Source: an optimization exercise on an open RTL-to-GDS flow (aim: small area, a short achievable clock period and few clock cycles per item). Production flows keep margins and buffers that such runs may drop.
Function was checked by simulation only, so behaviour that the tests miss may differ from the original.
No activity file was given, so power comes from the tool's default toggle rates.

**design/flow/run.sh**
```bash
#!/bin/bash
# synth_recipe.tcl (not shown) runs the flow's synth.tcl, then flattens the netlist and writes it again
# the make line also repeats each setting of config.mk as NAME=value (left out here)
make -C /OpenROAD-flow-scripts/flow DESIGN_CONFIG=/design/flow/config.mk WORK_HOME=/design/flow/orfs CLKGATE_MAP_FILE= SYNTH_SCRIPT=/design/flow/synth_recipe.tcl finish
```
**design/flow/config.mk**
```make
export PLATFORM = sky130hd
export DESIGN_NAME = bodega_tx
export DESIGN_NICKNAME = bodega_tx
export VERILOG_FILES = /design/flow/design.v
export SDC_FILE = /design/flow/constraint.sdc
export NUM_CORES = 4
export LEC_CHECK = 0
export CAP_MARGIN = 20
export CORE_MARGIN = 2
export CORE_UTILIZATION = 40
export SLEW_MARGIN = 20
```
**design/flow/constraint.sdc**
```tcl
create_clock -name core_clock -period 12.0 [get_ports {clk}]
set_input_delay 2.4000 -clock core_clock [delete_from_list [all_inputs] [get_ports {clk}]]
set_output_delay 2.4000 -clock core_clock [all_outputs]
set_load 0.01 [all_outputs]
```
**design/flow/design.v**
```verilog
module bodega_tx (
    input  wire        clk,
    input  wire        rst,
    input  wire        req_valid,
    input  wire [31:0] req_word,
    output wire        req_ready,
    input  wire [11:0] rd_addr,
    output reg  [15:0] rd_data
);
    localparam [3:0] OP_BIND = 4'h7, OP_QUERY = 4'h8, OP_TARGET = 4'h9,
                     OP_SETP = 4'hA, OP_SET = 4'hB;
    function [7:0] clamp8;
        input [15:0] x;
        reg       inc;
        reg [7:0] s;
        begin
            inc = x[3] & (~x[15] | (|x[2:0]));
            s   = x[11:4] + {7'd0, inc};
            if (x[15])
                clamp8 = (x[14:11] != 4'hF) ? 8'h80 : s;
            else
                clamp8 = ((x[14:11] != 4'h0) || s[7]) ? 8'h7F : s;
        end
    endfunction
    reg [6:0]  p0;
    reg [15:0] p [1:15];
    reg        tx_err, bad_op;
    reg        k_bq, k_tgt, k_set, k_dual, lenok;
    reg        s_lock;             
    reg        s_power, s_run, s_unitf;
    reg [1:0]  s_bsaver;
    reg [7:0]  s_c [1:15];         
    assign req_ready = 1'b1;
    wire       accept = req_valid;
    wire [3:0] op     = req_word[31:28];
    wire       is_set = accept && op == OP_SET;
    wire       set_ok = is_set && p0[4:3] != 2'd3;
    wire       is_tgt = accept && op == OP_TARGET;
    wire       is_bq  = accept && (op == OP_BIND || op == OP_QUERY);
    wire       build  = set_ok || is_tgt || is_bq;
    integer j;
    always @(posedge clk) begin
        if (rst) begin
            p0 <= 7'd0;
            for (j = 1; j < 16; j = j + 1)
                p[j] <= 16'd0;
            tx_err <= 1'b0;
            bad_op <= 1'b0;
            k_bq   <= 1'b0;
            k_tgt  <= 1'b0;
            k_set  <= 1'b0;
            lenok  <= 1'b0;
        end else if (accept) begin
            bad_op <= (op >= 4'hC);
            if (op == OP_SETP) begin
                if (req_word[19:16] == 4'd0)
                    p0 <= req_word[6:0];
                else
                    p[req_word[19:16]] <= req_word[15:0];
            end
            if (build) begin
                k_bq   <= is_bq;
                k_tgt  <= is_tgt;
                k_set  <= set_ok;
                lenok  <= 1'b1;
                tx_err <= 1'b0;
            end else if (is_set) begin
                lenok  <= 1'b0;
                tx_err <= 1'b1;
            end
        end
    end
    always @(posedge clk) begin
        if (is_tgt || is_bq)
            s_lock <= is_tgt ? req_word[16] : op[3];
        else if (set_ok)
            s_lock <= p0[0];
        if (is_tgt)
            s_c[1] <= clamp8(req_word[15:0]);
        else if (set_ok)
            s_c[1] <= clamp8(p[1]);
        if (set_ok) begin
            k_dual   <= p0[6];
            s_power  <= p0[1];
            s_run    <= p0[2];
            s_bsaver <= p0[4:3];
            s_unitf  <= p0[5];
            for (j = 2; j < 16; j = j + 1)
                s_c[j] <= (j == 5) ? p[5][7:0] : clamp8(p[j]);
        end
    end
    wire [10:0] sum1 = s_c[2] + s_c[3] + s_c[4] + s_c[5] + s_c[6] + s_c[7]
                     + s_c[8] + s_c[9] + s_power + s_run + s_bsaver + s_unitf;
    wire [10:0] sum2 = s_c[10] + s_c[11] + s_c[12] + s_c[13] + s_c[14] + s_c[15];
    reg  [15:0] ck;
    always @(*) begin
        if (k_set)
            ck = (k_dual ? 16'h021A : 16'h020F) + s_lock + s_c[1] + sum1
               + (k_dual ? sum2 : 11'd0);
        else if (k_tgt)
            ck = 16'h0205 + s_lock + s_c[1];
        else if (k_bq)
            ck = 16'h01FF + s_lock;
        else
            ck = 16'h0000;
    end
    reg [4:0] len5;
    always @(*) begin
        if (!lenok)      len5 = 5'd0;
        else if (k_bq)   len5 = 5'd6;
        else if (k_tgt)  len5 = 5'd7;
        else if (k_dual) len5 = 5'd31;
        else             len5 = 5'd20;
    end
    wire [4:0] b = rd_addr[4:0];
    reg  [7:0] byte_at;
    always @(*) begin
        case (b)
        5'd0, 5'd1: byte_at = 8'hFE;
        5'd2:  byte_at = k_bq ? 8'h03 : k_tgt ? 8'h04 : k_dual ? 8'h1C : 8'h11;
        5'd3:  byte_at = k_set ? 8'h02 : k_tgt ? {6'd1, s_lock, ~s_lock} : {7'd0, s_lock};
        5'd4:  byte_at = k_bq ? ck[15:8] : k_tgt ? s_c[1] : {7'd0, s_lock};
        5'd5:  byte_at = k_bq ? ck[7:0] : k_tgt ? ck[15:8] : {7'd0, s_power};
        5'd6:  byte_at = k_tgt ? ck[7:0] : {7'd0, s_run};
        5'd7:  byte_at = {6'd0, s_bsaver};
        5'd8:  byte_at = s_c[1];
        5'd9:  byte_at = s_c[2];
        5'd10: byte_at = s_c[3];
        5'd11: byte_at = s_c[4];
        5'd12: byte_at = s_c[5];
        5'd13: byte_at = {7'd0, s_unitf};
        5'd14: byte_at = s_c[6];
        5'd15: byte_at = s_c[7];
        5'd16: byte_at = s_c[8];
        5'd17: byte_at = s_c[9];
        5'd18: byte_at = k_dual ? s_c[10] : ck[15:8];
        5'd19: byte_at = k_dual ? 8'h00 : ck[7:0];
        5'd21: byte_at = s_c[11];
        5'd22: byte_at = s_c[12];
        5'd23: byte_at = s_c[13];
        5'd24: byte_at = s_c[14];
        5'd25: byte_at = s_c[15];
        5'd29: byte_at = ck[15:8];
        5'd30: byte_at = ck[7:0];
        default: byte_at = 8'h00;
        endcase
    end
    always @(*) begin
        rd_data = 16'd0;
        if (rd_addr[11:9] == 3'b100) begin
            if (rd_addr[8:5] == 4'd0 && b < len5)
                rd_data = {8'd0, byte_at};
        end else if (rd_addr[11:4] == 8'h02) begin
            rd_data = (rd_addr[3:0] == 4'd0) ? {9'd0, p0} : p[rd_addr[3:0]];
        end else begin
            case (rd_addr)
            12'h000: rd_data = {6'd0, bad_op, tx_err, 1'b0, tx_err, 6'd0};
            12'h003: rd_data = {11'd0, len5};
            12'h005: rd_data = ck;
            default: rd_data = 16'd0;
            endcase
        end
    end
endmodule
```
==> run notes <==
registers in the layout (all words and copies together), names as in the netlist, 2 cells and up:
| register | cells |
|---|---|
| s_c | 120 |
| s_bsaver | 2 |
| p | 255 |
| p0 | 7 |
cells in the mapped netlist, drive strengths merged, types with 4 or more instances:
master / instances
nand4: 19
o41a: 17
buf: 37
a41oi: 14
nor2b: 14
clkbuf: 46
nor4: 22
nand2: 103
a21oi: 75
nand2b: 11
a31oi: 7
a222oi: 6
a32oi: 9
o221ai: 5
a221oi: 13
o2111ai: 4
and2: 242
nor3b: 6
ha: 70
dfxtp: 13
a21o: 19
nand3: 70
mux4: 77
or3: 4
o21ai: 97
xnor2: 30
nor2: 75
a22oi: 24
nand3b: 4
and3: 15
fa: 104
mux2i: 13
xor2: 62
edfxtp: 382
nor3: 38
a211oi: 9
a22o: 10
inv: 227
or2: 23
logic make-up (layout without fill, tap and decap cells):
family	count (synthesis)	after routing	share of synthesized area (%)
AOI/OAI and AO/OA	343	343	9.49
xor gates and xnor gates	92	92	3.28
adders and majority gates	174	174	12.0
buffers and inverters	313	401	5.22
DFF	395	395	47.7
muxes	91	91	7.64
other	2	16	0.0305
and+or+nand+nor	654	654	14.6
stage by stage:
stage / total power, W / util (%)
3_3_place_gp: 0.00207 / 42.9
2_1_floorplan: 0.00190 / -
3_5_place_dp: 0.00207 / 42.9
4_1_cts: 0.00341 / 45.3
5_1_grt: 0.00350 / 45.3
6_report: 0.00340 / 45.3
per-layer routing:
metal  share of wire (%)  GRT usage (%)
met1                  42           37.5
met2                  44           42.3
met3                 7.1           4.43
met4                 6.5           15.6
met5               0.031              0
cell type report:
class                      instances  share of cell area [%]
sequential                       395                    42.8
tap                              782                    3.57
multi-input combinational       1370                    42.4
clock buffer                      53                    4.14
timing repair buffer              91                    2.93
inverter                         230                    3.15
clock inverter                    27                    1.01
path summary, 6_finish.rpt:
| check | start | endpoint | slack, ns | cells past startpoint |
|---|---|---|---|---|
| min | p[5][6] | s_c[5][6] | 0.45 | 0 |
| max | s_c[10][1] | rd_data[0] | 0.98 | 30 |
| min reg2reg | p[5][6] | s_c[5][6] | 0.45 | 0 |
| max reg2reg | p0[4] | s_c[8][6] | 9.43 | 3 |
power groups by stage:
stage                     registers [W]  logic [W]  clock network [W]
after floorplan                 0.00162   0.000276                  0
after global placement          0.00164   0.000427                  0
after detailed placement        0.00164   0.000430                  0
after CTS                       0.00162   0.000432            0.00136
after global routing            0.00162   0.000470            0.00141
final                           0.00162   0.000436            0.00134
critical path, delay by kind of cell, from the launching register on:
kind / cells / cell delay [ns]
AO/OA/AOI/OAI: 6 / 1.37
AND/OR/NAND/NOR: 6 / 0.77
adder cells (fa/ha/maj): 10 / 4.33
buffers and inverters: 8 / 0.99
flip-flops: 1 / 0.58
==> run notes <==
status timing/DRC/antenna clean; Post-Synthesis Cells 2064; pre-CTS setup slack about 1.6 ns; Worst slew margin between 15 and 20%; chip width between 200 and 300 um; WL final approximately 87 mm; worst endpoint required time 9.60 ns; register area roughly 12000 um2; Final Max Tran Viols 0; core region area between 60000 and 70000 um2; Async SR Flop Fraction 0%; crit end category output port; Root Buffer clkbuf_16; CTS sink cnt between 300 and 400; multi-input logic area 11600 um2; VDD IR-drop max 0.0930 mV; most frequent cells in the layout edfxtp_1, and2_1, inv_1; grt total ovfl 0; vias per inst between 5 and 6; largest net degree at the start of global routing between 60 and 70; fraction of layout instances using a drive strength above 1 10.1%; initial core utilization 40.6%; initial antenna violation count 5; share of the synthesized area in the top cell type 46.7%; routability cong. around 1.0; slack of the critical path between 0.9 and 1 ns; most common cell after layout, fill and taps aside edfxtp_1; Clk pin slew, worst setup/hold paths about 0.06 ns; Final ANT Viol Nets 0; Syn. warnings 2; top cells by area, synth edfxtp_1, fa_1, mux4_2, and2_1, ha_1; clk_skew around 0.017 ns; Net count, final 2353; Critical Path Max Stage Delay around 0.58 ns; crit path time final 11.02 ns; num rows 90; Post-CTS Setup Repair Bufs 0; Tightest Pin Transition approximately 1.3 ns; Num CTS Buffers between 40 and 50; crit share post-route 91.8%; combinational group share of total power 12.8%; worst endpoint data arrival time approximately 8.6 ns; HP Class reg2reg; Placement Cell Area 26000 um2; Int Power 0.00250 W; Static Leak a little over 10 nW; Max clock buf depth 3; number of DRC markers in iteration 0 2010; synthesized flop and latch total between 300 and 400; global-route wire length before repair approximately 120 mm; Finished Cell Area between 20000 and 30000 um2; fillers around 5600; Clock Latency Late Sink just under 0.6 ns; synthesized area per cell around 12 um2; synthesized cell area ~25000 um2; GRT Resource Usage Total between 20% and 30%; Resized Gates After CTS 0; setup TNS 0 ns; switching power 0.000897 W; Netlist cell types 85; Power Density approximately 120 nW/um2; routed len/inst between 20 and 30 um; CP Class reg2out; EDFF count, synth 382; ANT cells 0; Die H 252 um; IO Port Bufs 54; hold_ws 0.452 ns; Synth area leader edfxtp_1; net switching fraction of the power 26.4%; placed cells around 2900; hold_buf cts 0; Clock power frac 39.6%; slowest stage cell, crit path edfxtp_1; H-tree lvl count 2; vias in the first global route around 17000; Synth Flop Type edfxtp_1; P&R area growth vs syn 11.6%; DP Wirelength 68.0 mm; Remaining DRCs 0; CP max FO 3; DRT Pass-1 Iters 6; Fin. Hold Viols 0; Flop pwr share 47.6%; Die ar. approximately 63000 um2; unrepaired setup endpoints after global routing no; non-filler cells, final a little under 3000; Final Setup Violations 0; sequential fraction of the synthesis area a little under half; io pins between 60 and 70; TritonCTS clock tree built; Critical Path Source Type flop; Vias between 15000 and 20000; fmax ~0.09 GHz; maxcap violations 0
Testbench counts, summed over its fixed seeds: cycles 3,588, frames 918.

[afterwards: timing with drivers on the ports]
The results above use ideal ports. As a check the final layout listed here was re-extracted and re-timed, cells and wires unchanged. Step 1: set_driving_cell puts a clkbuf_16 on clk and a buf_2 on each other input, an assumption about the parent block. Step 2, shift: input delay + t, output delay - t, t = (earliest + latest rising clock arrival at the registers) / 2. This alone moves slack from input paths to output paths. Three values: ideal ports, drivers, drivers and shift; two values: the first two.
shift t [ns]: 0.641
setup slack, ns: 0.981 / 0.917 / 1.557
worst setup path after step 2: register to output
worst slew at a driven data input, ns: 0.06
pins driven straight from the clock port: 1
After both steps this run still meets setup and hold. For this run, drivers alone change the setup slack by -0.064 ns; drivers and shift together by +0.576 ns.
